This is an optimization exercise on Yosys and OpenROAD, whose aim is small area, not a production implementation. Only simulation tests tie the RTL to the original design; equivalence was not proved. Power figures rest on the tool's default switching activity, not on a simulated workload. The flow treats the clock pin as an ideal source, which a real chip does not have.

==> constraint.sdc <==
create_clock -name core_clock -period 10.0 [get_ports {clk}]
set_input_delay 2.0000 -clock core_clock [delete_from_list [all_inputs] [get_ports {clk}]]
set_output_delay 2.0000 -clock core_clock [all_outputs]
set_load 0.01 [all_outputs]
==> flow/run.sh <==
#!/bin/bash
# The standard layout (standard.sh, with its unchanged synthesis), with two
# changes: the port buffers are the smallest buffer cell instead of the
# default clkdlybuf4s50_1, and clock tree synthesis clusters the registers
# into groups driven by clkbuf_16 without adding dummy loads.
set -euo pipefail
export BUFFER_PORTS_ARGS="-buffer_cell sky130_fd_sc_hd__buf_1"
export CTS_ARGS="-sink_clustering_enable -repair_clock_nets -dont_use_dummy_load -sink_clustering_size 36 -sink_clustering_max_diameter 70 -buf_list sky130_fd_sc_hd__clkbuf_16"
bash standard.sh finish > standard.log 2>&1
==> config.mk <==
export PLATFORM = sky130hd
export DESIGN_NAME = hba_regfront
export DESIGN_NICKNAME = hba_regfront
export VERILOG_FILES = /design/flow/design.v
export SDC_FILE = /design/flow/constraint.sdc
export NUM_CORES = 4
export LEC_CHECK = 0
export CAP_MARGIN = 20
export CORE_MARGIN = 2
export CORE_UTILIZATION = 70
export PLACE_DENSITY = 0.8
export SLEW_MARGIN = 20
==> standard.sh <==
#!/bin/bash
# synth_recipe.tcl (not shown) runs the flow's synth.tcl, then flattens the netlist and writes it again
# the make line also repeats each setting of config.mk as NAME=value (left out here)
make -C /OpenROAD-flow-scripts/flow DESIGN_CONFIG=/design/flow/config.mk WORK_HOME=/design/flow/orfs CLKGATE_MAP_FILE= SYNTH_SCRIPT=/design/flow/synth_recipe.tcl "${@:-finish}"
==> design.v <==
module hba_echo_handler #(
    parameter LEN_W  = 5,
    parameter RLEN_W = 6
) (
    input  wire [LEN_W-1:0]  msg_len,
    output wire              has_reply,
    output wire [RLEN_W-1:0] reply_len
);
    assign has_reply = 1'b1;
    assign reply_len = {msg_len, 1'b0};
endmodule
module hba_regfront (
    input  wire        clk,
    input  wire        rst_n,
    input  wire        msix_avail,    
    input  wire        req_valid,
    input  wire        req_write,
    input  wire [1:0]  req_win,       
    input  wire [3:0]  req_size,      
    input  wire [15:0] req_addr,
    input  wire [31:0] req_wdata,
    output wire        rsp_valid,
    output wire [31:0] rsp_rdata,
    output wire        irq_line,
    output wire        msix_notify,
    output wire        transport_reset,
    output wire        viol_valid,
    output wire [3:0]  viol_code
);
    localparam MSG_WORDS = 31;
    localparam [1:0] S_NONE = 2'd0, S_WRITE = 2'd1, S_READ = 2'd2;
    localparam [3:0] V_PV_WIDTH            = 4'd1;
    localparam [3:0] V_PV_KEY              = 4'd2;
    localparam [3:0] V_PV_DB_INDEX         = 4'd3;
    localparam [3:0] V_PV_DB_WRITE_IN_READ = 4'd4;
    localparam [3:0] V_UA_UNKNOWN_OFFSET   = 4'd5;
    localparam [3:0] V_UA_UNIMPLEMENTED    = 4'd6;
    localparam [3:0] V_UA_DIAG_WINDOW      = 4'd7;
    localparam [3:0] V_UA_DB_FUNCTION      = 4'd8;
    localparam [3:0] V_UA_WO_READ          = 4'd9;
    localparam [3:0] R_DB     = 4'd10;    
    localparam [3:0] R_DBDATA = 4'd11;    
    localparam [3:0] R_DIAG   = 4'd12;
    localparam [3:0] R_ISTS   = 4'd13;
    localparam [3:0] R_IMASK  = 4'd14;
    localparam [3:0] R_HCB    = 4'd15;
    localparam [3:0] W_MSIX   = 4'd13;
    localparam [3:0] W_TRESET = 4'd14;
    reg        msix_inuse;
    reg        ist0;           
    reg [2:0]  imask;          
    reg [1:0]  dbstate;
    reg [4:0]  cap;            
    reg [5:0]  cnt;            
    reg [31:0] chain [0:MSG_WORDS-1];
    reg [2:0]  progress;       
    reg [31:0] hcbsize;
    reg        rv;
    reg [3:0]  ev;
    wire diag_we = (progress == 3'd6);
    wire bad_width = (req_size != 4'd4) || (req_addr[1:0] != 2'b00);
    wire in_diag   = req_win[1];
    wire io_range  = (req_win == 2'd1) && (req_addr[15:8] != 8'h00);
    wire hi_zero   = (req_addr[15:8] == 8'h00);
    wire a_db      = hi_zero && (req_addr[7:0] == 8'h00);
    wire a_wrseq   = hi_zero && (req_addr[7:0] == 8'h04);
    wire a_diag    = hi_zero && (req_addr[7:0] == 8'h08);
    wire a_ists    = hi_zero && (req_addr[7:0] == 8'h30);
    wire a_imask   = hi_zero && (req_addr[7:0] == 8'h34);
    wire a_hcb     = hi_zero && (req_addr[7:0] == 8'h74);
    wire a_any     = a_db || a_wrseq || a_diag || a_ists || a_imask || a_hcb;
    reg  is_unimpl;
    always @(*) begin
        case (req_addr[7:0])
            8'h38, 8'h3C, 8'h48, 8'h6C, 8'h78, 8'h7C,
            8'hB0, 8'hB4, 8'hB8, 8'hBC, 8'hC0, 8'hC4:
                is_unimpl = hi_zero;
            default:
                is_unimpl = 1'b0;
        endcase
    end
    wire [3:0] wr_key = req_wdata[3:0];
    wire       fn_mur = (req_wdata[31:24] == 8'h40);
    wire       fn_hs  = (req_wdata[31:24] == 8'h42);
    reg [3:0] exp_key;
    always @(*) begin
        case (progress)
            3'd0: exp_key = 4'hF;
            3'd1: exp_key = 4'h4;
            3'd2: exp_key = 4'hB;
            3'd3: exp_key = 4'h2;
            3'd4: exp_key = 4'h7;
            default: exp_key = 4'hD;
        endcase
    end
    wire [5:0] cnt_inc   = cnt + 6'd1;
    wire       cap_zero  = (cap == 5'd0);
    wire       last_word = (cnt_inc[4:0] == cap);
    wire       all_read  = (cnt == {cap, 1'b0});
    reg        n_ist0;
    reg [2:0]  n_imask;
    reg [1:0]  n_dbstate;
    reg [4:0]  n_cap;
    reg [5:0]  n_cnt;
    reg [2:0]  n_progress;
    reg [31:0] n_hcbsize;
    reg        do_append;
    reg        do_rshift;      
    reg        do_eval;
    reg        do_soft;
    reg [3:0]  n_ev;
    always @(*) begin
        n_ist0     = ist0;
        n_imask    = imask;
        n_dbstate  = dbstate;
        n_cap      = cap;
        n_cnt      = cnt;
        n_progress = progress;
        n_hcbsize  = hcbsize;
        do_append  = 1'b0;
        do_rshift  = 1'b0;
        do_eval    = 1'b0;
        do_soft    = 1'b0;
        n_ev       = 4'd0;
        if (req_valid) begin
            if (bad_width) begin
                n_ev = V_PV_WIDTH;
            end else if (in_diag) begin
                n_ev = V_UA_DIAG_WINDOW;
            end else if (!a_any || io_range) begin
                n_ev = (is_unimpl && !io_range) ? V_UA_UNIMPLEMENTED
                                                : V_UA_UNKNOWN_OFFSET;
            end else if (!req_write) begin
                if (a_db) begin
                    n_ev = R_DB;
                    if (dbstate == S_READ && !all_read) begin
                        n_ev      = R_DBDATA;
                        n_cnt     = cnt_inc;
                        do_rshift = !cnt[0] && (cnt != 6'd0);
                    end
                end else if (a_wrseq) begin
                    n_ev = V_UA_WO_READ;
                end else if (a_diag) begin
                    n_ev = R_DIAG;
                end else if (a_ists) begin
                    n_ev = R_ISTS;
                end else if (a_imask) begin
                    n_ev = R_IMASK;
                end else begin
                    n_ev = R_HCB;
                end
            end else begin
                if (a_db) begin
                    if (fn_mur) begin
                        do_soft = 1'b1;
                    end else begin
                        case (dbstate)
                            S_WRITE: begin
                                if (!cap_zero) begin
                                    do_append = 1'b1;
                                    n_cnt     = cnt_inc;
                                    if (last_word) begin
                                        n_cnt     = 6'd0;
                                        n_dbstate = S_READ;
                                        n_ist0    = 1'b1;
                                        do_eval   = 1'b1;
                                    end
                                end else begin
                                    n_ev      = V_PV_DB_INDEX;
                                    n_dbstate = S_NONE;
                                end
                            end
                            S_READ: begin
                                n_ev = V_PV_DB_WRITE_IN_READ;
                            end
                            default: begin
                                if (fn_hs) begin
                                    n_dbstate = S_WRITE;
                                    n_cap     = req_wdata[20:16];
                                    n_cnt     = 6'd0;
                                    n_ist0    = 1'b1;
                                    do_eval   = 1'b1;
                                end else begin
                                    n_ev = V_UA_DB_FUNCTION;
                                end
                            end
                        endcase
                    end
                end else if (a_wrseq) begin
                    if (wr_key == 4'h0) begin
                        n_progress = 3'd0;
                    end else if (!diag_we && wr_key == exp_key) begin
                        n_progress = progress + 3'd1;
                    end else begin
                        n_ev       = V_PV_KEY;
                        n_progress = 3'd0;
                    end
                end else if (a_diag) begin
                    if (diag_we && req_wdata[2]) begin
                        do_soft    = 1'b1;
                        n_progress = 3'd0;
                        n_hcbsize  = 32'h0001_0000;
                    end
                end else if (a_ists) begin
                    if (dbstate != S_READ) begin
                        n_ist0 = 1'b0;
                    end else if (all_read) begin
                        n_dbstate = S_NONE;
                        n_ist0    = 1'b0;
                    end
                    do_eval = 1'b1;
                end else if (a_imask) begin
                    n_imask = {req_wdata[30], req_wdata[3], req_wdata[0]};
                    do_eval = 1'b1;
                end else begin
                    n_hcbsize = req_wdata;
                end
                if (do_eval && msix_inuse && n_ist0 && !n_imask[0])
                    n_ev = W_MSIX;
            end
            if (do_soft) begin
                n_ist0    = 1'b0;
                n_dbstate = S_NONE;
                do_append = 1'b0;
                n_ev      = W_TRESET;
            end
        end
    end
    always @(posedge clk) begin
        if (!rst_n) begin
            msix_inuse <= msix_avail;
            ist0       <= 1'b0;
            imask      <= 3'b111;
            dbstate    <= S_NONE;
            progress   <= 3'd0;
            hcbsize    <= 32'h0001_0000;
            rv         <= 1'b0;
            ev         <= 4'd0;
        end else begin
            ist0       <= n_ist0;
            imask      <= n_imask;
            dbstate    <= n_dbstate;
            progress   <= n_progress;
            hcbsize    <= n_hcbsize;
            rv         <= req_valid && !req_write;
            ev         <= n_ev;
        end
    end
    always @(posedge clk) begin
        cap   <= n_cap;
        cnt   <= n_cnt;
    end
    wire       en15  = cap[4];
    wire       head1 = cap[4] ^ cap[0];           
    wire [2:0] rem   = (cap[4] | cap[0]) ? cap[3:1] : cap[3:1] - 3'd1;
    wire [31:0] s3 = en15   ? chain[16] : req_wdata;
    wire [31:0] s2 = rem[2] ? chain[8]  : s3;
    wire [31:0] s1 = rem[1] ? chain[4]  : s2;
    wire [31:0] s0 = rem[0] ? chain[2]  : s1;
    wire shift = rst_n && (do_append || do_rshift);
    integer k;
    always @(posedge clk) begin
        if (shift) begin
            for (k = 0; k < MSG_WORDS - 1; k = k + 1)
                chain[k] <= chain[k + 1];
            chain[30] <= req_wdata;
            chain[15] <= s3;
            chain[7]  <= s2;
            chain[3]  <= s1;
            chain[1]  <= s0;
        end
    end
    wire [31:0] rword = head1 ? chain[1] : chain[0];
    wire [15:0] rhalf = cnt[0] ? rword[15:0] : rword[31:16];
    wire r_db     = rv && (ev == R_DB);
    wire r_dbdata = rv && (ev == R_DBDATA);
    wire r_diag   = rv && (ev == R_DIAG);
    wire r_ists   = rv && (ev == R_ISTS);
    wire r_imask  = rv && (ev == R_IMASK);
    wire r_hcb    = rv && (ev == R_HCB);
    assign rsp_valid = rv;
    assign rsp_rdata =
          ({32{r_db}}     & ((dbstate == S_NONE) ? 32'h0000_0001 : 32'h0800_0000))
        | ({32{r_dbdata}} & {16'h0800, rhalf})
        | ({32{r_diag}}   & {24'd0, diag_we, 7'd0})
        | ({32{r_ists}}   & {31'd0, ist0})
        | ({32{r_imask}}  & {1'b0, imask[2], 26'd0, imask[1], 2'b00, imask[0]})
        | ({32{r_hcb}}    & hcbsize);
    assign irq_line        = !msix_inuse && ist0 && !imask[0];
    assign msix_notify     = !rv && (ev == W_MSIX);
    assign transport_reset = !rv && (ev == W_TRESET);
    assign viol_valid      = (ev != 4'd0) && (ev <= 4'd9);
    assign viol_code       = viol_valid ? ev : 4'd0;
endmodule
==> results of run 1 <==
-- worst reg2reg max path: cells and delay by family, from the launching register on --
family | cells | cell delay, ns
buf+inv | 3 | 1.68
compound gates | 2 | 0.89
simple gates | 3 | 0.44
flops | 1 | 0.37
xor+xnor | 1 | 0.16
-- cell usage after synthesis, types with 4 or more instances --
cell type	count	area, µm²
edfxtp_1	1004	30150
mux2_2	128	1441
nand2_1	62	232.7
a21oi_1	50	250.2
nand3_1	47	235.2
dfxtp_1	46	920.9
nor2_1	41	153.9
clkbuf_1	36	135.1
inv_1	16	60.06
mux4_2	16	360.4
and2_1	15	93.84
a22o_1	13	113.9
ha_1	11	137.6
nor3_1	10	50.05
nor4_1	10	62.56
o21ai_0	10	50.05
xnor2_1	9	78.83
xor2_1	9	78.83
nand4_1	8	50.05
buf_2	7	35.03
mux2i_1	7	70.07
a31oi_1	5	31.28
nor3b_1	5	37.54
nor2b_1	4	25.02
o21a_1	4	30.03
or2_2	4	25.02
-- final timing paths --
kind	end	slack [ns]	depth (start not counted)	from
setup / recovery	chain[15][12]	4.43	8	req_addr[2]
hold / removal	chain[14][7]	0.39	0	chain[15][7]
setup reg to reg	chain[15][12]	5.75	9	cap[4]
hold reg to reg	chain[14][7]	0.39	0	chain[15][7]
-- final cells by class --
type | count | area [µm²] | area share [%]
clock buffers | 41 | 1026 | 2.718
flip-flops and latches | 1050 | 31070 | 82.32
repair buffers | 114 | 550.5 | 1.459
inverters | 17 | 63.81 | 0.1691
well taps | 672 | 840.8 | 2.228
multi-input cells | 518 | 4194 | 11.11
-- registers in the layout (all words and copies together), names as in the netlist, 2 cells and up --
signal,flops
cap,5
ev,4
cnt,6
hcbsize,32
dbstate,2
imask,3
chain,992
progress,3
-- power groups by stage --
| stage | Combinational, mW | Sequential (mW) | Clock, mW |
|---|---|---|---|
| finish | 0.0557 | 4.74 | 1.90 |
| global route | 0.0586 | 4.74 | 2.07 |
| CTS | 0.0549 | 4.74 | 1.95 |
| detailed placement | 0.0543 | 4.84 | 0 |
| global placement | 0.0529 | 4.84 | 0 |
| floorplan | 0.0212 | 4.84 | 0 |
-- kinds of logic after synthesis --
kind of cell | after synthesis | share of synthesized area [%]
buffers and inverters | 64 | 0.7169
and+or+nand+nor | 227 | 3.348
muxes | 151 | 5.283
adders and majority gates | 11 | 0.3885
AOI/OAI and AO/OA | 109 | 1.988
xor gates and xnor gates | 20 | 0.5757
DFF | 1050 | 87.70
-- routing by layer --
metal / global-route usage [%] / part of all wire (%)
met2: 33.97 / 47
met5: 0 / 0
met4: 7.731 / 3.1
met3: 3.424 / 6.5
met1: 32.26 / 43
==> results.txt, run 1 <==
- Root Driver: clkbuf_16
- Clock-pin slew on the worst setup and hold paths: roughly 0.11 ns
- Num rows: 82
- Clk sinks: 1050
- CP endpoint kind: flop
- Netlist Area Pre-Place: approximately 35000 µm²
- Die height: 229.0 µm
- P&R area growth vs syn: 6.541%
- Post-DP Area: ~37000 µm²
- Most frequent cells in the layout: edfxtp_1, mux2_2, buf_1, nand2_1, a21oi_1
- Fin Setup TNS: 0 ns
- CP bufs+invs: 3
- Switch share: between 10% and 20%
- All-Layer GR Usage: 21.75%
- Crit-path max FO: between 200 and 250
- Leak Pwr: 11.42 nW
- Tcrit/Tclk final: ~56%
- Top_reg_cell synth: edfxtp_1
- Status: finished clean
- Top delay family on crit path: buffers and inverters
- Cells along the critical path: buf_1 -> nor4_2 -> nor2_1 -> a211o_1 -> or3_1 -> a21oi_4 -> buf_4 -> buf_12
- Drt pass-1 iters: 5
- DP Wirelength: between 30000 and 40000 µm
- Die width: about 230 µm
- Kind of critical path: primary input to flop
- WP data required: approximately 10 ns
- CTS tree: built
- Final WL: about 57000 µm
- Mean post-synth cell area: 21.71 µm²
- Nets: roughly 1800
- Max cap viols: 0
- Post-CTS sizing: 0
- Async set-reset flop share out of synthesis: 0%
- Layout Utilization: between 70 and 80%
- First-pass GRT wire length: approximately 84000 µm
- Synthesis-stage register bit count: 1050
- Via count: between 10000 and 15000
- Clock power share: roughly 28%
- Post-placement cell count: 2371
- Net Sw Power: ~1.2 mW
- Layout fillers: 2642
- Synth Net Count: about 1700
- Minimum clock period after layout: about 5.6 ns
- Commonest non-fill, non-tap cell in the layout: edfxtp_1
- CTS max path bufs: 3
- Tot Pwr: 6.697 mW
- Comb power frac: less than 1%
- Cell Count, Final, Fillers Out: roughly 2400
- Sequential area share after synthesis: between 80% and 90%
- Internal: 5.497 mW
- Initial DRC Count: about 1600
- PortBufs: 98
- Initial Util: between 70% and 80%
- Non-Filler Cell Area, Final: about 38000 µm²
- Layout cells sized above 1: between 10 and 15%
- H-tree depth: 2
- Worst-skew pair later-pin latency: about 0.61 ns
- Worst Max-Slew Pin Slew: 1.168 ns
- Total setup buffers inserted after CTS: 0
- Skew final: 0.06376 ns
- Final worst slack: about 4.4 ns
- Antenna Cells: 0
- Distinct cells, synth: 66
- Post-DRT Antenna Nets: 0
- Hold slack final: 0.3906 ns
- DIE AREA: approximately 52000 µm²
- HP Class: flop to flop
- Final setup fails: 0
- Gpl congestion: about 0.87
- Routed len/inst: ~23 µm
- Largest net degree at the start of global routing: between 200 and 250
- CP startpoint kind: primary input
- Vias in the first global route: 14320
- Critical-path top delay cell: a21oi_4
- CTS Buf Count: between 40 and 50
- Power Density: 177.4 nW/µm²
- Place WS: between 4 and 5 ns
- Gr ovfl total: 0
- RSZ-0062 raised after global routing: no
- Final Hold Fails: 0
- Cts hold-fix bufs: 0
- Max Slew Vio Count: 0
- # DRC: 0
- Max VDD drop: ~0.18 mV
- Synth Instances: 1632
- Yosys warns: 2
- Initial antenna violation count: 1
- Max_slew headroom: 22.10%
- Drt via density: 6.090
- CP Data Arrival Time: approximately 5.8 ns
- Core area: between 50000 and 60000 µm²
- Number of synthesized flops with an enable pin: roughly 1000
- Fmax: between 0.15 and 0.2 GHz
- Number of I/O pins: 100
- Seq pwr share: a little over two thirds
- Crit-path max cell delay: 0.72 ns
==> inputs of run 2 (changes only) <==
==> flow/run.sh (replaced) <==
#!/bin/bash
# The standard layout (standard.sh, with its unchanged synthesis), with two
# changes: the port buffers are the smallest buffer cell instead of the
# default clkdlybuf4s50_1, and clock tree synthesis clusters the registers
# into groups driven by clkbuf_8 without adding dummy loads.
set -euo pipefail
export BUFFER_PORTS_ARGS="-buffer_cell sky130_fd_sc_hd__buf_1"
export CTS_ARGS="-sink_clustering_enable -repair_clock_nets -dont_use_dummy_load -sink_clustering_size 16 -sink_clustering_max_diameter 45 -buf_list sky130_fd_sc_hd__clkbuf_8"
bash standard.sh finish > standard.log 2>&1
==> results.txt, run 2 <==
- Drt pass-1 iters: 5 (unchanged)
- Worst Max-Slew Pin Slew: 1.146 ns (-0.02259 ns)
- Initial antenna violation count: 1 (unchanged)
- Mux share of post-synthesis cell area: 5.283% (unchanged)
- Place WS: 4.013 ns (unchanged)
- Number of synthesized flops with an enable pin: 1004 (unchanged)
- Die height: 229.0 µm (unchanged)
- Synth Area in XOR/XNOR: 0.5757% (unchanged)
- Compound-gate portion of the synthesized area: 1.988% (unchanged)
- RSZ-0062 raised after global routing: no
- Core area: 50070 µm² (unchanged)
- Power Density: 179.9 nW/µm² (+1.4%)
- HP Class: flop to flop
- Synth Area in Adders: 0.3885% (unchanged)
- Met2 WL: 25880 µm (-3.2%)
- Post-DRT Antenna Nets: 0 (unchanged)
- Minimum clock period after layout: 5.354 ns (-0.2120 ns)
- Leak Pwr: 11.57 nW (+1.3%)
- CTS Buf Count: 91 (+120%)
- Top flop regs: chain: 992 flops, hcbsize: 32 flops, cnt: 6 flops
- First-pass GRT wire length: 84390 µm (about the same)
- Post-synth top area share: 85.10% (unchanged)
- Max Slew Vio Count: 0 (unchanged)
- Kind of critical path: primary input to flop
- Drt via density: 6.072 (-0.29%)
- Crit-path max cell delay: 0.71 ns (about the same)
- Synth top cells by count: edfxtp_1, mux2_2, nand2_1
- Via count: 14960 (+1.8%)
- Gr ovfl total: 0 (unchanged)
- Largest net degree at the start of global routing: 214 (unchanged)
- Die width: 229.0 µm (unchanged)
- Critical-path top delay cell: buf_12
- Mean post-synth cell area: 21.71 µm² (unchanged)
- WP data required: 10.27 ns (+0.05 ns)
- Cells along the critical path: buf_1 -> nor4_2 -> nor2_1 -> a211o_1 -> or3_1 -> a21oi_4 -> buf_4 -> buf_12
- Worst-skew pair later-pin latency: 0.73 ns (+0.12 ns)
- Total setup buffers inserted after CTS: 0 (unchanged)
- Synth Instances: 1632 (unchanged)
- Cell taking the most area after synthesis: edfxtp_1
- Final worst slack: 4.646 ns (+0.2120 ns)
- All-Layer GR Usage: 21.73% (-0.024 points)
- DP Wirelength: 32040 µm (unchanged)
- Layout cells sized above 1: 15.31% (+2.4 points)
- H-tree depth: 3 (+1)
- Max_slew headroom: 23.61% (+1.5 points)
- M1 WL: 24470 µm (+0.27%)
- Post-CTS sizing: 0 (unchanged)
- Number of I/O pins: 100 (unchanged)
- Largest Register: chain
- Top-count cell post-synth: edfxtp_1
- P&R area growth vs syn: 7.187%
- Post-DP Area: 36720 µm² (unchanged)
- Clk sinks: 1050 (unchanged)
- Largest family of logic cells by synthesized area: multiplexers
- # DRC: 0 (unchanged)
- CP bufs+invs: 3 (unchanged)
- Most frequent cells in the layout: edfxtp_1, mux2_2, buf_1, clkbuf_8, nand2_1
- DR top layer: met4
- Distinct cells, synth: 66 (unchanged)
- Max cap viols: 0 (unchanged)
- Initial DRC Count: 1427 (-10%)
- Top_reg_cell synth: edfxtp_1
- Netlist Area Pre-Place: 35430 µm² (unchanged)
- Met3 wire length: 3685 µm (+0.77%)
- CTS tree: built
- Sequential area share after synthesis: 87.70% (unchanged)
- Root Driver: clkbuf_8
- Initial Util: 70.76% (unchanged)
- PortBufs: 98 (unchanged)
- Final WL: 56160 µm (-0.65%)
- Clock-pin slew on the worst setup and hold paths: 0.09 ns (-0.02 ns)
- Crit-path max FO: 207 (unchanged)
- CTS max path bufs: 3 (unchanged)
- Fmax: 0.1868 GHz (+4.0%)
- CP startpoint kind: primary input
- Num rows: 82 (unchanged)
- Tcrit/Tclk final: 53.54% (-2.1 points)
- Nets: 1862 (+2.8%)
- Async set-reset flop share out of synthesis: 0% (unchanged)
- Synthesis-stage register bit count: 1050 (unchanged)
- Max VDD drop: 0.1514 mV (-17%)
- Non-Filler Cell Area, Final: 37970 µm² (+0.61%)
- Final Hold Fails: 0 (unchanged)
- Vias in the first global route: 14710 (+2.7%)
- Status: finished clean
- Routed len/inst: 22.80 µm (-2.7%)
- Commonest non-fill, non-tap cell in the layout: edfxtp_1
- CP Data Arrival Time: 5.62 ns (-0.17 ns)
- Gpl congestion: 0.8662 (unchanged)
- Final setup fails: 0 (unchanged)
- Skew final: 0.1244 ns (+0.06067 ns)
- Synth Net Count: 1702 (unchanged)
- DIE AREA: 52430 µm² (unchanged)
- Yosys warns: 2 (unchanged)
- Top cells by area, synth: edfxtp_1, mux2_2, dfxtp_1, mux4_2, a21oi_1
- Max reg flops: 992 (unchanged)
- Hold slack final: 0.3490 ns (-0.04164 ns)
- Post-synthesis simple-gate area fraction: 3.348% (unchanged)
- CP endpoint kind: flop
- Top delay family on crit path: buffers and inverters
- Cts hold-fix bufs: 0 (unchanged)
[run 2: cell count changes in the layout (fill, tap and decap cells not counted)]
| cell | delta |
|---|---|
| clkbuf_8 | +91 |
| diode_2 | +1 |
| clkbuf_16 | -41 |
[run 2: worst register-to-register path: stages (launching register included)]
cell      delay (ns)
edfxtp_1        0.35
buf_4           0.59
xnor2_1         0.16
nand4_1         0.13
o31ai_1         0.17
nor2_1          0.19
nand3_2         0.12
a21oi_4         0.71
buf_4           0.46
buf_12          0.71
[run 2: final cells by class]
cell class	count	area [µm²]
multi-input combinational	518	4194
clock buffer	91	1252
antenna	1	2.502
sequential	1050	31070
timing repair buffer	114	550.5
tap	672	840.8
fill	2575	12090
inverter	17	63.81
[run 2: metrics by stage]
| stage | power [mW] | util (%) | instances | TNS [ns] |
|---|---|---|---|---|
| floorplan | 4.861 | - | 1632 | -9861.60 |
| global placement | 4.894 | 73.34 | 2371 | 0 |
| detailed placement | 4.895 | 73.34 | 2371 | 0 |
| CTS | 6.881 | 75.84 | 2462 | 0 |
| global route | 7.031 | 75.84 | 2463 | 0 |
| finish | 6.830 | 75.84 | 2463 | 0 |
[run 2: where the power goes]
part | internal (mW) | total, mW | switching (mW)
clock | 0.811 | 2.03 | 1.22
sequential | 4.74 | 4.74 | 0.00136
combinational | 0.0154 | 0.0559 | 0.0405
total | 5.57 | 6.83 | 1.26
[run 2: metal layers]
layer	global-route usage, %	up-vias
met5	0	-
li1	-	6680
met1	32.59	7587
met4	8.766	0
met2	32.47	550
met3	4.221	139
[run 2: cell families (layout without fill, tap and decap cells)]
logic type,count (synthesis),after routing
muxes,151,151
other,0,1
DFF,1050,1050
buffers and inverters,64,222
and+or+nand+nor,227,227
xor gates and xnor gates,20,20
AOI/OAI and AO/OA,109,109
adders and majority gates,11,11
[run 2: final timing paths]
kind                 start            end  slack (ns)  cells past startpoint
max            req_addr[2]   chain[11][5]        4.65                      8
min          chain[19][23]  chain[18][23]        0.35                      0
max reg2reg         cap[4]   chain[11][5]        5.87                      9
min reg2reg  chain[19][23]  chain[18][23]        0.35                      0
==> inputs of run 3 (changes only) <==
--- a/flow/run.sh
+++ b/flow/run.sh
@@ -7,3 +7,3 @@
 export BUFFER_PORTS_ARGS="-buffer_cell sky130_fd_sc_hd__buf_1"
-export CTS_ARGS="-sink_clustering_enable -repair_clock_nets -dont_use_dummy_load -sink_clustering_size 16 -sink_clustering_max_diameter 45 -buf_list sky130_fd_sc_hd__clkbuf_8"
+export CTS_ARGS="-sink_clustering_enable -repair_clock_nets -dont_use_dummy_load -sink_clustering_size 19 -sink_clustering_max_diameter 55 -buf_list sky130_fd_sc_hd__clkbuf_8"
 bash standard.sh finish > standard.log 2>&1
--- a/config.mk
+++ b/config.mk
@@ -10,2 +10,4 @@
 export CORE_UTILIZATION = 70
+export GPL_ROUTABILITY_DRIVEN = 0
+export GPL_TIMING_DRIVEN = 0
 export PLACE_DENSITY = 0.8
==> results.txt, run 3 <==
- Status: finished clean
- Max Slew Vio Count: 0 (unchanged)
- Largest net degree at the start of global routing: 28 (-87%)
- DP Wirelength: 38550 µm (+20%)
- Drt via density: 6.094 (+0.36%)
- Fmax: 0.1557 GHz (-17%)
- Routed len/inst: 22.90 µm (+0.45%)
- Worst-skew pair later-pin latency: 0.67 ns (-0.06 ns)
- CP Data Arrival Time: 4.42 ns (-1.20 ns)
- Post-CTS sizing: 0 (unchanged)
- Top flop regs: chain: 992 flops, hcbsize: 32 flops, cnt: 6 flops
- Kind of critical path: flop to primary output
- Initial antenna violation count: 2 (+1)
- Die width: 229.0 µm (unchanged)
- CP endpoint kind: primary output
- Commonest non-fill, non-tap cell in the layout: edfxtp_1
- Clk sinks: 1050 (unchanged)
- CP startpoint kind: flop
- Critical Path Source: cap[4]
- Cts hold-fix bufs: 0 (unchanged)
- WP data required: 8.00 ns (-2.27 ns)
- Minimum clock period after layout: 6.421 ns (+1.067 ns)
- Initial DRC Count: 1550 (+8.6%)
- Top_reg_cell synth: edfxtp_1
- Post-synth top area share: 85.10% (unchanged)
- Skew final: 0.04717 ns (-0.07726 ns)
- HP Class: flop to flop
- Core area: 50070 µm² (unchanged)
- Cell taking the most area after synthesis: edfxtp_1
- Most frequent cells in the layout: edfxtp_1, mux2_2, buf_1, clkbuf_8, nand2_1
- First-pass GRT wire length: 87660 µm (+3.9%)
- Final WL: 57670 µm (+2.7%)
- Crit-path max cell delay: 0.76 ns (+0.05 ns)
- CTS Buf Count: 68 (-25%)
- Largest Register: chain
- Layout Utilization: 77.62% (+1.8 points)
- Max VDD drop: 0.1489 mV (-1.6%)
- Worst Hold Launch: chain[26][13]
- Distinct cells, synth: 66 (unchanged)
- Power Density: 169.0 nW/µm² (-6.0%)
- Max reg flops: 992 (unchanged)
- Final setup fails: 0 (unchanged)
- Synth Instances: 1632 (unchanged)
- Layout cells sized above 1: 15.61% (+0.30 points)
- Number of synthesized flops with an enable pin: 1004 (unchanged)
- Vias in the first global route: 15350 (+4.4%)
- Leak Pwr: 11.91 nW (+2.9%)
- H-tree depth: 3 (unchanged)
- Clock-pin slew on the worst setup and hold paths: 0.10 ns (about the same)
- All-Layer GR Usage: 22.54% (+0.81 points)
- Synth top cells by count: edfxtp_1, mux2_2, nand2_1
- Post-DRT Antenna Nets: 0 (unchanged)
- Mean post-synth cell area: 21.71 µm² (unchanged)
- CTS tree: built
- Top cells by area, synth: edfxtp_1, mux2_2, dfxtp_1, mux4_2, a21oi_1
- Async set-reset flop share out of synthesis: 0% (unchanged)
- Via count: 15350 (+2.6%)
- PortBufs: 96 (-2.0%)
- Synthesis-stage register bit count: 1050 (unchanged)
- R2R Path Start: cnt[0]
- Drt pass-1 iters: 5 (unchanged)
- Max cap viols: 0 (unchanged)
- Netlist Area Pre-Place: 35430 µm² (unchanged)
- Worst Max-Slew Pin Slew: 0.9535 ns (-0.1924 ns)
- DIE AREA: 52430 µm² (unchanged)
- Synth Net Count: 1702 (unchanged)
- Gr ovfl total: 0 (unchanged)
- Root Driver: clkbuf_8
- Nets: 1917 (+3.0%)
- Top-count cell post-synth: edfxtp_1
- Number of I/O pins: 100 (unchanged)
- Fin Setup TNS: 0 ns (unchanged)
- Final Hold Fails: 0 (unchanged)
- Max_slew headroom: 35.85% (+12 points)
- Initial Util: 70.76% (unchanged)
- Cells along the critical path: buf_4 -> clkbuf_1 -> inv_1 -> ha_1 -> clkbuf_1 -> buf_1 -> mux4_2 -> a22o_1 -> buf_1
- P&R area growth vs syn: 9.698%
- Total setup buffers inserted after CTS: 0 (unchanged)
- Yosys warns: 2 (unchanged)
- Sequential area share after synthesis: 87.70% (unchanged)
- # DRC: 0 (unchanged)
- Die height: 229.0 µm (unchanged)
- Critical-path top delay cell: buf_1
- CTS max path bufs: 3 (unchanged)
- Num rows: 82 (unchanged)
- Tcrit/Tclk final: 64.21% (+11 points)
- RSZ-0062 raised after global routing: no
- Crit-path max FO: 10 (-95%)
[run 3: cell counts after synthesis]
Identical to the previous run, type by type.
[run 3: final cells by class]
| class | count | area, µm² |
|---|---|---|
| sequential | 1050 | 31070 |
| fill | 2502 | 11200 |
| multi-input combinational | 518 | 4139 |
| timing repair buffer | 145 | 1622 |
| clock buffer | 68 | 935.9 |
| tap | 672 | 840.8 |
| buffer | 47 | 190.2 |
| inverter | 17 | 63.81 |
| antenna | 1 | 2.502 |
[run 3: per-stage QoR]
stage | cells | setup WS [ns] | area, µm² | hold WS (ns) | power (mW)
floorplan | 1632 | -9.941 | 35460 | 0.4003 | 4.861
global placement | 2400 | -14.64 | 36660 | 0.4005 | 4.892
detailed placement | 2449 | 3.796 | 37930 | 0.4045 | 4.895
CTS | 2517 | 3.436 | 38860 | 0.3929 | 6.622
global route | 2518 | 3.269 | 38860 | 0.3952 | 6.770
finish | 2518 | 3.579 | 38860 | 0.3892 | 6.569
[run 3: cell families after synthesis]
family / Yosys count / share of synthesized area [%]
adders and majority gates: 11 / 0.3885
DFF: 1050 / 87.70
xor gates and xnor gates: 20 / 0.5757
AOI/OAI and AO/OA: 109 / 1.988
muxes: 151 / 5.283
and+or+nand+nor: 227 / 3.348
buffers and inverters: 64 / 0.7169
[run 3: power by group]
part | switching (mW) | total (mW) | internal [mW] | leakage [nW]
clock network | 1.16 | 1.77 | 0.616 | 0.489
registers | 0.000680 | 4.74 | 4.74 | 9.39
logic | 0.0411 | 0.0566 | 0.0155 | 2.03
[run 3: per-layer routing]
layer	wire, µm	vias to the layer above	global-route usage [%]	part of all wire (%)
li1	-	6789	-	-
met4	2174	0	8.584	3.8
met5	0	-	0	0
met3	3631	147	4.096	6.3
met1	24490	7813	32.93	42
met2	27370	596	35.02	47
[run 3: path summary, 6_finish.rpt]
check,cells past startpoint,to,slack [ns]
hold reg to reg,0,chain[25][13],0.39
hold / removal,0,chain[25][13],0.39
setup reg to reg,16,chain[26][18],5.03
setup / recovery,9,rsp_rdata[5],3.58
[run 3: critical path: cells and delay by family, from the launching register on]
family / cells / cell delay, ns
adders and majority gates: 1 / 0.31
DFF: 1 / 0.33
buffers and inverters: 6 / 2.21
AOI/OAI and AO/OA: 1 / 0.26
muxes: 1 / 0.61
==> inputs of run 4 (changes only) <==
--- a/config.mk
+++ b/config.mk
@@ -7,8 +7,6 @@
 export LEC_CHECK = 0
-export CAP_MARGIN = 20
+export CAP_MARGIN = 0
 export CORE_MARGIN = 2
 export CORE_UTILIZATION = 70
-export GPL_ROUTABILITY_DRIVEN = 0
-export GPL_TIMING_DRIVEN = 0
 export PLACE_DENSITY = 0.8
-export SLEW_MARGIN = 20
+export SLEW_MARGIN = 0
==> results.txt, run 4 <==
- Status: finished clean
- WP data required: 10.28 ns (+2.28 ns)
- Max reg flops: 992 (unchanged)
- Crit-path max FO: 207 (+197)
- Commonest non-fill, non-tap cell in the layout: edfxtp_1
- Final Hold Fails: 0 (unchanged)
- CTS Buf Count: 68 (unchanged)
- Gpl congestion: roughly 0.87
- Mean post-synth cell area: 21.71 µm² (unchanged)
- DP Wirelength: 32040 µm (-17%)
- Hold depth: 0 (unchanged)
- All-Layer GR Usage: 21.40% (-1.1 points)
- Die width: 229.0 µm (unchanged)
- Top cells by area, synth: edfxtp_1, mux2_2, dfxtp_1, mux4_2, a21oi_1
- Max_slew headroom: 24.55% (-11 points)
- Final worst slack: 4.640 ns (+1.061 ns)
- Top flop regs: chain: 992 flops, hcbsize: 32 flops, cnt: 6 flops
- Final WL: 55230 µm (-4.2%)
- Tot Pwr: 6.572 mW (about the same)
- Number of I/O pins: 100 (unchanged)
- Distinct cells, synth: 66 (unchanged)
- Clock-pin slew on the worst setup and hold paths: 0.09 ns (about the same)
- Post-DP Area: 36720 µm² (-3.2%)
- PortBufs: 98 (+2.1%)
- Area of the multi-input gates: 4194 µm² (+1.3%)
- Synth Net Count: 1702 (unchanged)
- Drt via density: 6.044 (-0.82%)
- CTS tree: built
- Drt pass-1 iters: 5 (unchanged)
- Cell taking the most area after synthesis: edfxtp_1
- Yosys warns: 2 (unchanged)
- Worst Max-Slew Pin Slew: 1.132 ns (+0.1783 ns)
- Top-count cell post-synth: edfxtp_1
- Total setup buffers inserted after CTS: 0 (unchanged)
- Num rows: 82 (unchanged)
- Initial antenna violation count: 1 (-1)
- Reg2reg setup slack: 5.85 ns (+0.82 ns)
- Synthesis-stage register bit count: 1050 (unchanged)
- First-pass GRT wire length: 82940 µm (-5.4%)
- Layout cells sized above 1: 14.20% (-1.4 points)
- Net Sw Power: 1.202 mW (+0.23%)
- P&R area growth vs syn: 6.294%
- Netlist Area Pre-Place: 35430 µm² (unchanged)
- Register area: 31070 µm² (unchanged)
- Routed len/inst: 22.63 µm (-1.2%)
- Seq pwr share: 72.1% (about the same)
- Final setup fails: 0 (unchanged)
- Synth Instances: 1632 (unchanged)
- Fmax: 0.1866 GHz (+20%)
- Async set-reset flop share out of synthesis: 0% (unchanged)
- Internal: 5.370 mW (about the same)
- Max Slew Vio Count: 0 (unchanged)
- # DRC: 0 (unchanged)
- Clock power share: 27.0% (about the same)
- Die height: 229.0 µm (unchanged)
- HP Class: flop to flop
- Synth top cells by count: edfxtp_1, mux2_2, nand2_1
- Hold slack final: 0.3796 ns (-0.009629 ns)
- Cells along the critical path: buf_1 -> nor4_2 -> nor2_1 -> a211o_1 -> or3_1 -> a21oi_4 -> buf_4 -> buf_12
- Largest Register: chain
- Power Density: 174.5 nW/µm² (+3.2%)
- Fin Setup TNS: 0 ns (unchanged)
- Post-DRT Antenna Nets: 0 (unchanged)
- H-tree depth: 3 (unchanged)
- Clk sinks: 1050 (unchanged)
- Vias in the first global route: 14370 (-6.4%)
- Via count: 14750 (-3.9%)
- Worst-case reg-to-reg path depth: 9 (-7)
- Number of synthesized flops with an enable pin: 1004 (unchanged)
- Max cap viols: 0 (unchanged)
- Crit-path max cell delay: 0.75 ns (about the same)
- Root Driver: clkbuf_8
- Most frequent cells in the layout: edfxtp_1, mux2_2, buf_1, clkbuf_8, nand2_1
- Layout fillers: 2616 (+4.6%)
- Initial Util: 70.76% (unchanged)
- Sequential area share after synthesis: 87.70% (unchanged)
- Top_reg_cell synth: edfxtp_1
- Max VDD drop: 0.1493 mV (+0.24%)
- Tcrit/Tclk final: 53.60% (-11 points)
- Cts hold-fix bufs: 0 (unchanged)
- CTS max path bufs: 3 (unchanged)
- Place WS: 4.013 ns (+0.2168 ns)
- Skew final: 0.07169 ns (+0.02452 ns)
- Core area: 50070 µm² (unchanged)
- Non-Filler Cell Area, Final: 37660 µm² (-3.1%)
- CP startpoint kind: primary input
- CP endpoint kind: flop
- Largest net degree at the start of global routing: 214 (+660%)
- Gr ovfl total: 0 (unchanged)
- Minimum clock period after layout: 5.360 ns (-1.061 ns)
- Critical-path top delay cell: buf_12
- CP Data Arrival Time: 5.64 ns (+1.22 ns)
- Leak Pwr: 11.40 nW (-4.2%)
- Switch share: 18.29% (+0.035 points)
- Comb power frac: 0.8% (about the same)
- Initial DRC Count: 1536 (-0.90%)
- DIE AREA: 52430 µm² (unchanged)
- RSZ-0062 raised after global routing: no
- Nets: 1839 (-4.1%)
- Post-synth top area share: 85.10% (unchanged)
- Kind of critical path: primary input to flop
- Post-CTS sizing: 0 (unchanged)
- Worst-skew pair later-pin latency: 0.67 ns (about the same)
-- run 4: final timing paths --
check / startpoint / endpoint
min: chain[15][25] / chain[14][25]
max: req_addr[2] / chain[18][5]
min reg2reg: chain[15][25] / chain[14][25]
max reg2reg: cap[4] / chain[18][5]
-- run 4: final cells by class --
type	count	share of cell area, %
Multi-Input combinational cell	518	11.14
Antenna cell	1	0.006645
Clock buffer	68	2.485
Inverter	17	0.1695
Timing Repair Buffer	114	1.462
Tap cell	672	2.233
Sequential cell	1050	82.51
-- run 4: critical path, delay by kind of cell --
kind / cells / cell delay [ns]
buffers and inverters: 3 / 1.43
AO/OA/AOI/OAI: 2 / 1.06
AND/OR/NAND/NOR: 3 / 0.97
-- run 4: cells by family (layout without fill, tap and decap cells) --
| group | Yosys count | after routing | synth area share [%] |
|---|---|---|---|
| other cells | 0 | 1 | 0 |
| simple gates | 227 | 227 | 3.348 |
| xor+xnor | 20 | 20 | 0.5757 |
| fa+ha+maj | 11 | 11 | 0.3885 |
| buf+inv | 64 | 199 | 0.7169 |
| compound gates | 109 | 109 | 1.988 |
| mux | 151 | 151 | 5.283 |
| flops | 1050 | 1050 | 87.70 |
-- run 4: power by group through the flow --
stage | Clock, mW | Combinational [mW] | Sequential, mW
after floorplan | 0 | 0.0212 | 4.84
after global placement | 0 | 0.0529 | 4.84
after detailed placement | 0 | 0.0543 | 4.84
after CTS | 1.84 | 0.0547 | 4.74
after global routing | 1.98 | 0.0584 | 4.74
final | 1.78 | 0.0553 | 4.74
-- run 4: per-stage QoR --
step	utilization [%]	std cells
floorplan	-	1632
global placement	73.34	2371
detailed placement	73.34	2371
CTS	75.21	2439
global route	75.21	2440
finish	75.21	2440
-- run 4: per-layer routing --
layer	part of all wire [%]	global-route usage [%]
met5	0	0
met4	3.7	8.360
met3	5.8	3.947
met2	46	31.95
met1	44	32.41
==> inputs of run 5 (changes only) <==
--- a/config.mk
+++ b/config.mk
@@ -7,3 +7,3 @@
 export LEC_CHECK = 0
-export CAP_MARGIN = 0
+export CAP_MARGIN = 20
 export CORE_MARGIN = 2
@@ -11,2 +11,2 @@
 export PLACE_DENSITY = 0.8
-export SLEW_MARGIN = 0
+export SLEW_MARGIN = 20
==> results.txt, run 5 <==
- Commonest non-fill, non-tap cell in the layout: edfxtp_1
- Largest net degree at the start of global routing: 214 (unchanged)
- Top cells by area, synth: edfxtp_1, mux2_2, dfxtp_1, mux4_2, a21oi_1
- Place WS: 4.013 ns (unchanged)
- Crit-path max cell delay: 0.75 ns (about the same)
- Mean post-synth cell area: 21.71 µm² (unchanged)
- Mux share of post-synthesis cell area: 5.283% (unchanged)
- Post-synthesis simple-gate area fraction: 3.348% (unchanged)
- Skew final: 0.07169 ns (unchanged)
- Netlist Area Pre-Place: 35430 µm² (unchanged)
- Leak Pwr: 11.40 nW (unchanged)
- Via count: 14750 (unchanged)
- Synth top cells by count: edfxtp_1, mux2_2, nand2_1
- Number of synthesized flops with an enable pin: 1004 (unchanged)
- Hold Path End: chain[14][25]
- Gpl congestion: 0.8662 (unchanged)
- Top delay family on crit path: buffers and inverters
- Yosys warns: 2 (unchanged)
- Die height: 229.0 µm (unchanged)
- Synth Area in Adders: 0.3885% (unchanged)
- R2R Path Start: cap[4]
- Die width: 229.0 µm (unchanged)
- Top_reg_cell synth: edfxtp_1
- CP startpoint kind: primary input
- Cells along the critical path: buf_1 -> nor4_2 -> nor2_1 -> a211o_1 -> or3_1 -> a21oi_4 -> buf_4 -> buf_12
- Initial antenna violation count: 1 (unchanged)
- DP Wirelength: 32040 µm (unchanged)
- Root Driver: clkbuf_8
- Layout Utilization: 75.21% (unchanged)
- Hold slack final: 0.3796 ns (unchanged)
- HP Class: flop to flop
- Async set-reset flop share out of synthesis: 0% (unchanged)
- CP Data Arrival Time: 5.64 ns (about the same)
- Fmax: 0.1866 GHz (unchanged)
- Sequential area share after synthesis: 87.70% (unchanged)
- Critical-path top delay cell: buf_12
- Max cap viols: 0 (unchanged)
- Crit-path max FO: 207 (unchanged)
- CP bufs+invs: 3 (unchanged)
- Largest Register: chain
- # DRC: 0 (unchanged)
- Clock-pin slew on the worst setup and hold paths: 0.09 ns (about the same)
- Non-Filler Cell Area, Final: 37660 µm² (unchanged)
- Worst Max-Slew Pin Slew: 1.132 ns (unchanged)
- Num rows: 82 (unchanged)
- Final WL: 55230 µm (unchanged)
- CTS max path bufs: 3 (unchanged)
- Hold depth: 0 (unchanged)
- Register area: 31070 µm² (unchanged)
- Initial DRC Count: 1536 (unchanged)
- Synth Area in XOR/XNOR: 0.5757% (unchanged)
- Cts hold-fix bufs: 0 (unchanged)
- Synth Instances: 1632 (unchanged)
- Top-count cell post-synth: edfxtp_1
- Layout fillers: 2616 (unchanged)
- Cell taking the most area after synthesis: edfxtp_1
- CP endpoint kind: flop
- Gr ovfl total: 0 (unchanged)
- Worst-skew pair later-pin latency: 0.67 ns (about the same)
- Synth Net Count: 1702 (unchanged)
- Power Density: 174.5 nW/µm² (unchanged)
- Nets: 1839 (unchanged)
- Post-CTS sizing: 0 (unchanged)
- Total setup buffers inserted after CTS: 0 (unchanged)
- Distinct cells, synth: 66 (unchanged)
- RSZ-0062 raised after global routing: no
- Reg2reg setup slack: 5.85 ns (about the same)
- Minimum clock period after layout: 5.360 ns (unchanged)
- Tcrit/Tclk final: 53.60% (unchanged)
- PortBufs: 98 (unchanged)
- Final setup fails: 0 (unchanged)
- Max reg flops: 992 (unchanged)
- Most frequent cells in the layout: edfxtp_1, mux2_2, buf_1, clkbuf_8, nand2_1
- Core area: 50070 µm² (unchanged)
- CTS Buf Count: 68 (unchanged)
- DIE AREA: 52430 µm² (unchanged)
- Compound-gate portion of the synthesized area: 1.988% (unchanged)
- CTS tree: built
- P&R area growth vs syn: 6.294% (unchanged)
- Vias in the first global route: 14370 (unchanged)
- Worst-case reg-to-reg path depth: 9 (unchanged)
- First-pass GRT wire length: 82940 µm (unchanged)
- Synthesis-stage register bit count: 1050 (unchanged)
- Max_slew headroom: 24.55% (unchanged)
- Max Slew Vio Count: 0 (unchanged)
- Final worst slack: 4.640 ns (unchanged)
- Top flop regs: chain: 992 flops, hcbsize: 32 flops, cnt: 6 flops
- Initial Util: 70.76% (unchanged)
- Clk sinks: 1050 (unchanged)
- Routed len/inst: 22.63 µm (unchanged)
- Drt pass-1 iters: 5 (unchanged)
- Number of I/O pins: 100 (unchanged)
- Post-DRT Antenna Nets: 0 (unchanged)
- Layout cells sized above 1: 14.20% (unchanged)
- Status: finished clean
- Kind of critical path: primary input to flop
- Worst Hold Launch: chain[15][25]
- Max VDD drop: 0.1493 mV (unchanged)
- Post-synth top area share: 85.10% (unchanged)
- All-Layer GR Usage: 21.40% (unchanged)
- Post-DP Area: 36720 µm² (unchanged)
- Largest family of logic cells by synthesized area: multiplexers
- Drt via density: 6.044 (unchanged)
- WP data required: 10.28 ns (about the same)
- H-tree depth: 3 (unchanged)
- Critical R2R Capture: chain[18][5]
- Area of the multi-input gates: 4194 µm² (unchanged)
- Final Hold Fails: 0 (unchanged)
==> run 5: worst max path at each step <==
stage,startpoint,to,cells after the start
floorplan,req_addr[15],chain[0][0],5
global placement,req_addr[15],chain[18][8],8
detailed placement,req_addr[2],chain[21][8],8
CTS,req_addr[2],chain[17][11],8
global route,req_addr[2],chain[8][11],8
finish,req_addr[2],chain[18][5],8
==> run 5: power by group <==
group          internal (mW)  switching (mW)  total, mW
logic                 0.0154          0.0399     0.0553
registers               4.74         0.00138       4.74
clock network          0.615            1.16       1.78
total                   5.37            1.20       6.57
==> run 5: metrics by stage <==
stage	instances	power (mW)	TNS (ns)
2_1_floorplan	1632	4.861	-9861.60
3_3_place_gp	2371	4.894	0
3_5_place_dp	2371	4.895	0
4_1_cts	2439	6.634	0
5_1_grt	2440	6.778	0
6_report	2440	6.572	0
==> run 5: metal layers <==
metal	global-route usage [%]	share of wire (%)	vias to the layer above
met2	31.95	46	483
met4	8.360	3.7	0
met5	0	0	-
li1	-	-	6627
met3	3.947	5.8	135
met1	32.41	44	7503
==> run 5: cells by family after synthesis <==
kind of cell | after synthesis
and+or+nand+nor | 227
AOI/OAI and AO/OA | 109
DFF | 1050
buffers and inverters | 64
adders and majority gates | 11
xor gates and xnor gates | 20
muxes | 151
==> run 5: final cells by class <==
cell class | count | share of cell area [%]
antenna | 1 | 0.006645
clock buffer | 68 | 2.485
inverter | 17 | 0.1695
multi-input combinational | 518 | 11.14
sequential | 1050 | 82.51
tap | 672 | 2.233
timing repair buffer | 114 | 1.462
==> inputs of run 6 (changes only) <==
--- a/config.mk
+++ b/config.mk
@@ -9,4 +9,4 @@
 export CORE_MARGIN = 2
-export CORE_UTILIZATION = 70
-export PLACE_DENSITY = 0.8
+export CORE_UTILIZATION = 75
+export PLACE_DENSITY = 0.85
 export SLEW_MARGIN = 20
==> results.txt, run 6 <==
- Drt via density: 6.277 (+3.8%)
- Register area: 31070 µm² (unchanged)
- Drt pass-1 iters: 5 (unchanged)
- Top cells by area, synth: edfxtp_1, mux2_2, dfxtp_1, mux4_2, a21oi_1
- Yosys warns: 2 (unchanged)
- Synth Instances: 1632 (unchanged)
- Top-count cell post-synth: edfxtp_1
- Max Slew Vio Count: 0 (unchanged)
- CP startpoint kind: primary input
- Core area: 46560 µm² (-7.0%)
- Minimum clock period after layout: 5.277 ns (-0.08376 ns)
- Nets: 1840 (+0.054%)
- Total setup buffers inserted after CTS: 0 (unchanged)
- CTS tree: built
- Area of the multi-input gates: 4194 µm² (unchanged)
- CP endpoint kind: flop
- M3 GR Usage: 3.837% (-0.11 points)
- CP Data Arrival Time: 5.55 ns (-0.09 ns)
- Sequential area share after synthesis: 87.70% (unchanged)
- DIE AREA: 48990 µm² (-6.6%)
- Gr ovfl total: 0 (unchanged)
- Mean post-synth cell area: 21.71 µm² (unchanged)
- H-tree depth: 3 (unchanged)
- CTS Buf Count: 68 (unchanged)
- P&R area growth vs syn: 6.163%
- GRT Max-Usage Layer: met2
- Final worst slack: 4.723 ns (+0.08376 ns)
- Max reg flops: 992 (unchanged)
- Top flop regs: chain: 992 flops, hcbsize: 32 flops, cnt: 6 flops
- Clk sinks: 1050 (unchanged)
- Place WS: 4.225 ns (+0.2121 ns)
- PortBufs: 98 (unchanged)
- Largest net degree at the start of global routing: 222 (+3.7%)
- Initial Util: 76.10% (+5.3 points)
- Final setup fails: 0 (unchanged)
- Worst Max-Slew Pin Slew: 1.085 ns (-0.04678 ns)
- Met2 Usage GRT: 37.65% (+5.7 points)
- Layout fillers: 2049 (-22%)
- # DRC: 0 (unchanged)
- Number of synthesized flops with an enable pin: 1004 (unchanged)
- Root Driver: clkbuf_8
- Cell taking the most area after synthesis: edfxtp_1
- Final Hold Fails: 0 (unchanged)
- Num rows: 79 (-3.7%)
- Clock-pin slew on the worst setup and hold paths: 0.11 ns (+0.02 ns)
- Worst-skew pair later-pin latency: 0.66 ns (about the same)
- Die height: 221.3 µm (-3.3%)
- Synth top cells by count: edfxtp_1, mux2_2, nand2_1
- Most frequent cells in the layout: edfxtp_1, mux2_2, buf_1, clkbuf_8, nand2_1
- CTS max path bufs: 3 (unchanged)
- Fmax: 0.1895 GHz (+1.6%)
- Cts hold-fix bufs: 0 (unchanged)
- Power Density: 174.7 nW/µm² (+0.11%)
- Kind of critical path: primary input to flop
- Status: finished clean
- Vias in the first global route: 14700 (+2.4%)
- Distinct cells, synth: 66 (unchanged)
- Number of I/O pins: 100 (unchanged)
- Post-DRT Antenna Nets: 0 (unchanged)
- Max_slew headroom: 26.64% (+2.1 points)
- Layout cells sized above 1: 14.25% (+0.049 points)
- First-pass GRT wire length: 87030 µm (+4.9%)
- Synth Net Count: 1702 (unchanged)
- Skew final: 0.08507 ns (+0.01338 ns)
- RSZ-0062 raised after global routing: no
- Async set-reset flop share out of synthesis: 0% (unchanged)
- Largest Register: chain
- Tot Pwr: 6.571 mW (about the same)
- Commonest non-fill, non-tap cell in the layout: edfxtp_1
- WP data required: 10.27 ns (about the same)
- Final WL: 58360 µm (+5.7%)
- Crit-path max FO: 153 (-26%)
- DP Wirelength: 34220 µm (+6.8%)
- Initial antenna violation count: 2 (+1)
- Tcrit/Tclk final: 52.77% (-0.84 points)
- Post-synth top area share: 85.10% (unchanged)
- Post-CTS sizing: 0 (unchanged)
- Top_reg_cell synth: edfxtp_1
- Leak Pwr: 11.42 nW (+0.13%)
- HP Class: flop to flop
- Routed len/inst: 24.56 µm (+8.5%)
- Max VDD drop: 0.1753 mV (+17%)
- Via count: 14910 (+1.1%)
- Fin Setup TNS: 0 ns (unchanged)
- Netlist Area Pre-Place: 35430 µm² (unchanged)
- Gpl congestion: 0.8522 (-1.6%)
- Max cap viols: 0 (unchanged)
- Die width: 221.3 µm (-3.3%)
- Initial DRC Count: 1585 (+3.2%)
- All-Layer GR Usage: 24.12% (+2.7 points)
- GR Util met1: 36.18% (+3.8 points)
- Synthesis-stage register bit count: 1050 (unchanged)
-- run 6: cell type report --
| type | instances | area share (%) |
|---|---|---|
| Antenna cell | 1 | 0.006653 |
| Tap cell | 607 | 2.019 |
| Timing Repair Buffer | 115 | 1.557 |
| Sequential cell | 1050 | 82.61 |
| Clock buffer | 68 | 2.488 |
| Inverter | 17 | 0.1697 |
| Multi-Input combinational cell | 518 | 11.15 |
-- run 6: kinds of logic after synthesis --
| kind of cell | share of synthesized area, % |
|---|---|
| flip-flops | 87.70 |
| multiplexers | 5.283 |
| XOR/XNOR | 0.5757 |
| AO/OA/AOI/OAI | 1.988 |
| AND/OR/NAND/NOR | 3.348 |
| buffers and inverters | 0.7169 |
| adder cells (fa/ha/maj) | 0.3885 |
-- run 6: power breakdown --
group	leakage, nW	internal [mW]	total [mW]	switching [mW]
Clock	0.489	0.616	1.78	1.16
Sequential	9.39	4.74	4.74	0.00128
Combinational	1.54	0.0151	0.0550	0.0399
Total	11.4	5.37	6.57	1.20
-- run 6: path summary, 6_finish.rpt --
check | start | end | slack, ns | cells after the start
worst min register to register | chain[9][16] | chain[8][16] | 0.37 | 0
worst max register to register | cap[4] | chain[24][26] | 5.85 | 10
worst min-delay path | chain[9][16] | chain[8][16] | 0.37 | 0
worst max-delay path | req_addr[2] | chain[24][26] | 4.72 | 9
-- run 6: routing by layer --
metal / up-vias / share of wire (%) / wire length, µm
li1: 6619 / - / -
met1: 7658 / 43 / 25140
met2: 531 / 49 / 28310
met3: 106 / 5.9 / 3439
met4: 0 / 2.5 / 1467
met5: - / 0 / 0
-- run 6: worst max-delay path: stages --
cell and delay [ns]:
buf_1 0.23, nor4_2 0.39, nor2_1 0.13, a211o_1 0.34
or3_1 0.43, a21oi_4 0.25, buf_12 0.60, buf_12 0.40
buf_16 0.54
-- run 6: stage by stage --
stage / std cells / util (%) / hold WS (ns) / cell area [µm²]
after floorplan: 1632 / - / 0.4003 / 35460
after global placement: 2305 / 78.65 / 0.4008 / 36620
after detailed placement: 2305 / 78.65 / 0.4045 / 36620
after CTS: 2373 / 80.66 / 0.3680 / 37550
after global routing: 2376 / 80.79 / 0.3767 / 37610
final: 2376 / 80.79 / 0.3708 / 37610
==> inputs of run 7 (changes only) <==
==> flow/run.sh (replaced) <==
#!/bin/bash
# The standard layout (standard.sh, with its unchanged synthesis), with two
# changes: the port buffers are the smallest buffer cell instead of the
# default clkdlybuf4s50_1, and clock tree synthesis clusters the registers
# into groups driven by clkbuf_4, clkbuf_8 or clkbuf_16 without adding dummy loads.
set -euo pipefail
export BUFFER_PORTS_ARGS="-buffer_cell sky130_fd_sc_hd__buf_1"
export CTS_ARGS="-sink_clustering_enable -repair_clock_nets -dont_use_dummy_load -sink_clustering_size 19 -sink_clustering_max_diameter 55 -buf_list \"sky130_fd_sc_hd__clkbuf_4 sky130_fd_sc_hd__clkbuf_8 sky130_fd_sc_hd__clkbuf_16\""
bash standard.sh finish > standard.log 2>&1
--- a/config.mk
+++ b/config.mk
@@ -9,4 +9,4 @@
 export CORE_MARGIN = 2
-export CORE_UTILIZATION = 75
-export PLACE_DENSITY = 0.85
+export CORE_UTILIZATION = 70
+export PLACE_DENSITY = 0.8
 export SLEW_MARGIN = 20
==> results.txt, run 7 <==
- Critical-path top delay cell: a21oi_4
- Synth Net Count: 1702 (unchanged)
- Worst Hold Launch: chain[19][3]
- Worst Max-Slew Pin Slew: 1.114 ns (+0.02856 ns)
- # DRC: 0 (unchanged)
- Synthesis-stage register bit count: 1050 (unchanged)
- Drt via density: 6.141 (-2.2%)
- Post-CTS sizing: 0 (unchanged)
- Crit-path max FO: 207 (+35%)
- Clk sinks: 1050 (unchanged)
- CTS tree: built
- Register area: 31070 µm² (unchanged)
- Cells along the critical path: buf_1 -> nor4_2 -> nor2_1 -> a211o_1 -> or3_1 -> a21oi_4 -> buf_4 -> buf_12
- Max VDD drop: 0.1846 mV (+5.3%)
- Reg2reg setup slack: 5.81 ns (-0.04 ns)
- CP startpoint kind: primary input
- Total setup buffers inserted after CTS: 0 (unchanged)
- Place WS: 4.013 ns (-0.2121 ns)
- Post-DP Area: 36720 µm² (+0.28%)
- Max Slew Vio Count: 0 (unchanged)
- Layout Utilization: 76.74% (-4.1 points)
- CTS max path bufs: 3 (unchanged)
- Final setup fails: 0 (unchanged)
- Top delay family on crit path: buffers and inverters
- CTS Buf Count: 68 (unchanged)
- Nets: 1839 (-0.054%)
- Most frequent cells in the layout: edfxtp_1, mux2_2, buf_1, clkbuf_16, nand2_1
- Max_slew headroom: 25.76% (-0.88 points)
- Largest net degree at the start of global routing: 214 (-3.6%)
- P&R area growth vs syn: 8.448%
- Max reg flops: 992 (unchanged)
- CP endpoint kind: flop
- Root Driver: clkbuf_16
- Top_reg_cell synth: edfxtp_1
- Antenna Cells: 0 (-1)
- Status: finished clean
- Initial DRC Count: 1679 (+5.9%)
- Power Density: 189.5 nW/µm² (+8.5%)
- Commonest non-fill, non-tap cell in the layout: edfxtp_1
- Minimum clock period after layout: 5.459 ns (+0.1823 ns)
- Post-DRT Antenna Nets: 0 (unchanged)
- Hold slack final: 0.3897 ns (+0.01894 ns)
- Cts hold-fix bufs: 0 (unchanged)
- Routed len/inst: 24.51 µm (-0.19%)
- Num rows: 82 (+3.8%)
- Gpl congestion: 0.8662 (+1.6%)
- Yosys warns: 2 (unchanged)
- HP Class: flop to flop
- Synth Instances: 1632 (unchanged)
- Layout fillers: 2576 (+26%)
- R2R Path Start: cap[4]
- Via count: 14980 (+0.42%)
- Mean post-synth cell area: 21.71 µm² (unchanged)
- Die height: 229.0 µm (+3.4%)
- Sequential area share after synthesis: 87.70% (unchanged)
- Drt pass-1 iters: 5 (unchanged)
- Gr ovfl total: 0 (unchanged)
- Netlist Area Pre-Place: 35430 µm² (unchanged)
- WP data required: 10.17 ns (-0.10 ns)
- Skew final: 0.05670 ns (-0.02837 ns)
- Distinct cells, synth: 66 (unchanged)
- Final worst slack: 4.541 ns (-0.1823 ns)
- First-pass GRT wire length: 89210 µm (+2.5%)
- Top flop regs: chain: 992 flops, hcbsize: 32 flops, cnt: 6 flops
- Number of I/O pins: 100 (unchanged)
- Crit-path max cell delay: 0.71 ns (+0.11 ns)
- RSZ-0062 raised after global routing: no
- All-Layer GR Usage: 23.19% (-0.93 points)
- Hold depth: 0 (unchanged)
- CP Data Arrival Time: 5.63 ns (+0.08 ns)
- DP Wirelength: 32040 µm (-6.4%)
- Top-count cell post-synth: edfxtp_1
- Post-synth top area share: 85.10% (unchanged)
- Die width: 229.0 µm (+3.4%)
- Tcrit/Tclk final: 54.59% (+1.8 points)
- Max cap viols: 0 (unchanged)
- Hold Path End: chain[18][3]
- Worst-case reg-to-reg path depth: 9 (-1)
- Final WL: 59790 µm (+2.5%)
- Non-Filler Cell Area, Final: 38420 µm² (+2.2%)
- Initial Util: 70.76% (-5.3 points)
- Area of the multi-input gates: 4194 µm² (unchanged)
- Kind of critical path: primary input to flop
- CP bufs+invs: 3 (-1)
- Vias in the first global route: 14860 (+1.0%)
- Async set-reset flop share out of synthesis: 0% (unchanged)
- Largest Register: chain
- Clock-pin slew on the worst setup and hold paths: 0.08 ns (-0.03 ns)
- Layout cells sized above 1: 14.20% (-0.049 points)
- Synth top cells by count: edfxtp_1, mux2_2, nand2_1
- Leak Pwr: 11.75 nW (+2.9%)
- Core area: 50070 µm² (+7.5%)
- Worst-skew pair later-pin latency: 0.60 ns (-0.06 ns)
- Final Hold Fails: 0 (unchanged)
- PortBufs: 98 (unchanged)
- Initial antenna violation count: 1 (-1)
- Top cells by area, synth: edfxtp_1, mux2_2, dfxtp_1, mux4_2, a21oi_1
- Number of synthesized flops with an enable pin: 1004 (unchanged)
- Critical R2R Capture: chain[18][11]
- Cell taking the most area after synthesis: edfxtp_1
- H-tree depth: 3 (unchanged)
- Fmax: 0.1832 GHz (-3.3%)
- DIE AREA: 52430 µm² (+7.0%)
[run 7: cell counts after synthesis]
Identical to the previous run, type by type.
[run 7: through the flow]
| stage | instances | TNS [ns] | total power [mW] |
|---|---|---|---|
| 2_1_floorplan | 1632 | -9861.60 | 4.861 |
| 3_3_place_gp | 2371 | 0 | 4.894 |
| 3_5_place_dp | 2371 | 0 | 4.895 |
| 4_1_cts | 2439 | 0 | 7.340 |
| 5_1_grt | 2439 | 0 | 7.483 |
| 6_report | 2439 | 0 | 7.280 |
[run 7: worst register-to-register path, cell delays in order, from the launching register on]
cell and delay [ns]:
edfxtp_1 0.35, buf_4 0.59, xnor2_1 0.16, nand4_1 0.13, o31ai_1 0.16, nor2_1 0.19
nand3_2 0.12, a21oi_4 0.73, buf_4 0.46, buf_12 0.69
[run 7: logic make-up after synthesis]
family / count (synthesis) / share of synthesized area (%)
flip-flops: 1050 / 87.70
AND/OR/NAND/NOR: 227 / 3.348
multiplexers: 151 / 5.283
AO/OA/AOI/OAI: 109 / 1.988
buffers and inverters: 64 / 0.7169
XOR/XNOR: 20 / 0.5757
adder cells (fa/ha/maj): 11 / 0.3885
[run 7: area by class of cell]
cell class	instances	area share, %
clock buffers	68	4.429
multi-input cells	518	10.92
flip-flops and latches	1050	80.87
well taps	672	2.188
inverters	17	0.1661
repair buffers	114	1.433
[run 7: power breakdown]
part | leakage, nW | switching [mW] | internal (mW)
Sequential | 9.39 | 0.00136 | 4.74
Combinational | 1.52 | 0.0407 | 0.0154
Clock | 0.838 | 1.28 | 1.21
Total | 11.8 | 1.32 | 5.96
[run 7: worst max-delay path by stage]
stage / startpoint / end / cells after the start
6_report: req_addr[2] / chain[18][11] / 8
3_3_place_gp: req_addr[15] / chain[18][8] / 8
5_1_grt: req_addr[2] / chain[8][11] / 8
2_1_floorplan: req_addr[15] / chain[0][0] / 5
3_5_place_dp: req_addr[2] / chain[21][8] / 8
4_1_cts: req_addr[2] / chain[17][11] / 8
[run 7: per-layer routing]
metal,track usage [%],vias to the layer above,wire length (µm)
li1,-,6641,-
met1,33.89,7671,25420
met2,36.68,539,28940
met3,4.233,126,3663
met4,7.386,0,1757
met5,0,-,0

[what the ideal ports hide]
The results above use ideal ports. As a check the final layouts listed here were re-extracted and re-timed, cells and wires unchanged.
Step 1, drivers: a clkbuf_16 drives clk and a buf_2 each remaining input, both assumed.
Step 2 adds t to the input delays and takes it off the output delays; t is the mean of the earliest and latest rising clock arrival at the registers after step 1. Input paths then give back, and output paths get back, about the clock's delay inside the block.
a / b / c = ideal ports / drivers / drivers and shift; a / b = the first two.
run	t, ns	slack for setup (ns)	hold slack, ns	worst setup path at the end	worst data-port slew with drivers (ns)
run 1	0.641	4.434 / 4.472 / 3.830	0.391 / 0.391 / 0.391	input to register	0.07
run 2	0.726	4.646 / 4.680 / 3.955	0.349 / 0.349 / 0.349	input to register	0.08
run 3	0.703	3.579 / 3.524 / 3.754	0.389 / 0.389 / 0.389	input to register	0.05
run 4	0.693	4.640 / 4.674 / 3.981	0.380 / 0.380 / 0.380	input to register	0.07
run 5	0.693	4.640 / 4.674 / 3.981	0.380 / 0.380 / 0.380	input to register	0.07
run 6	0.677	4.723 / 4.758 / 4.081	0.371 / 0.371 / 0.371	input to register	0.06
run 7	0.631	4.541 / 4.576 / 3.945	0.390 / 0.390 / 0.390	input to register	0.08
After both steps setup and hold are still met in every run listed. The setup slack of run 2, which loses most, moves by +0.034 ns with the drivers and by -0.691 ns with both steps.
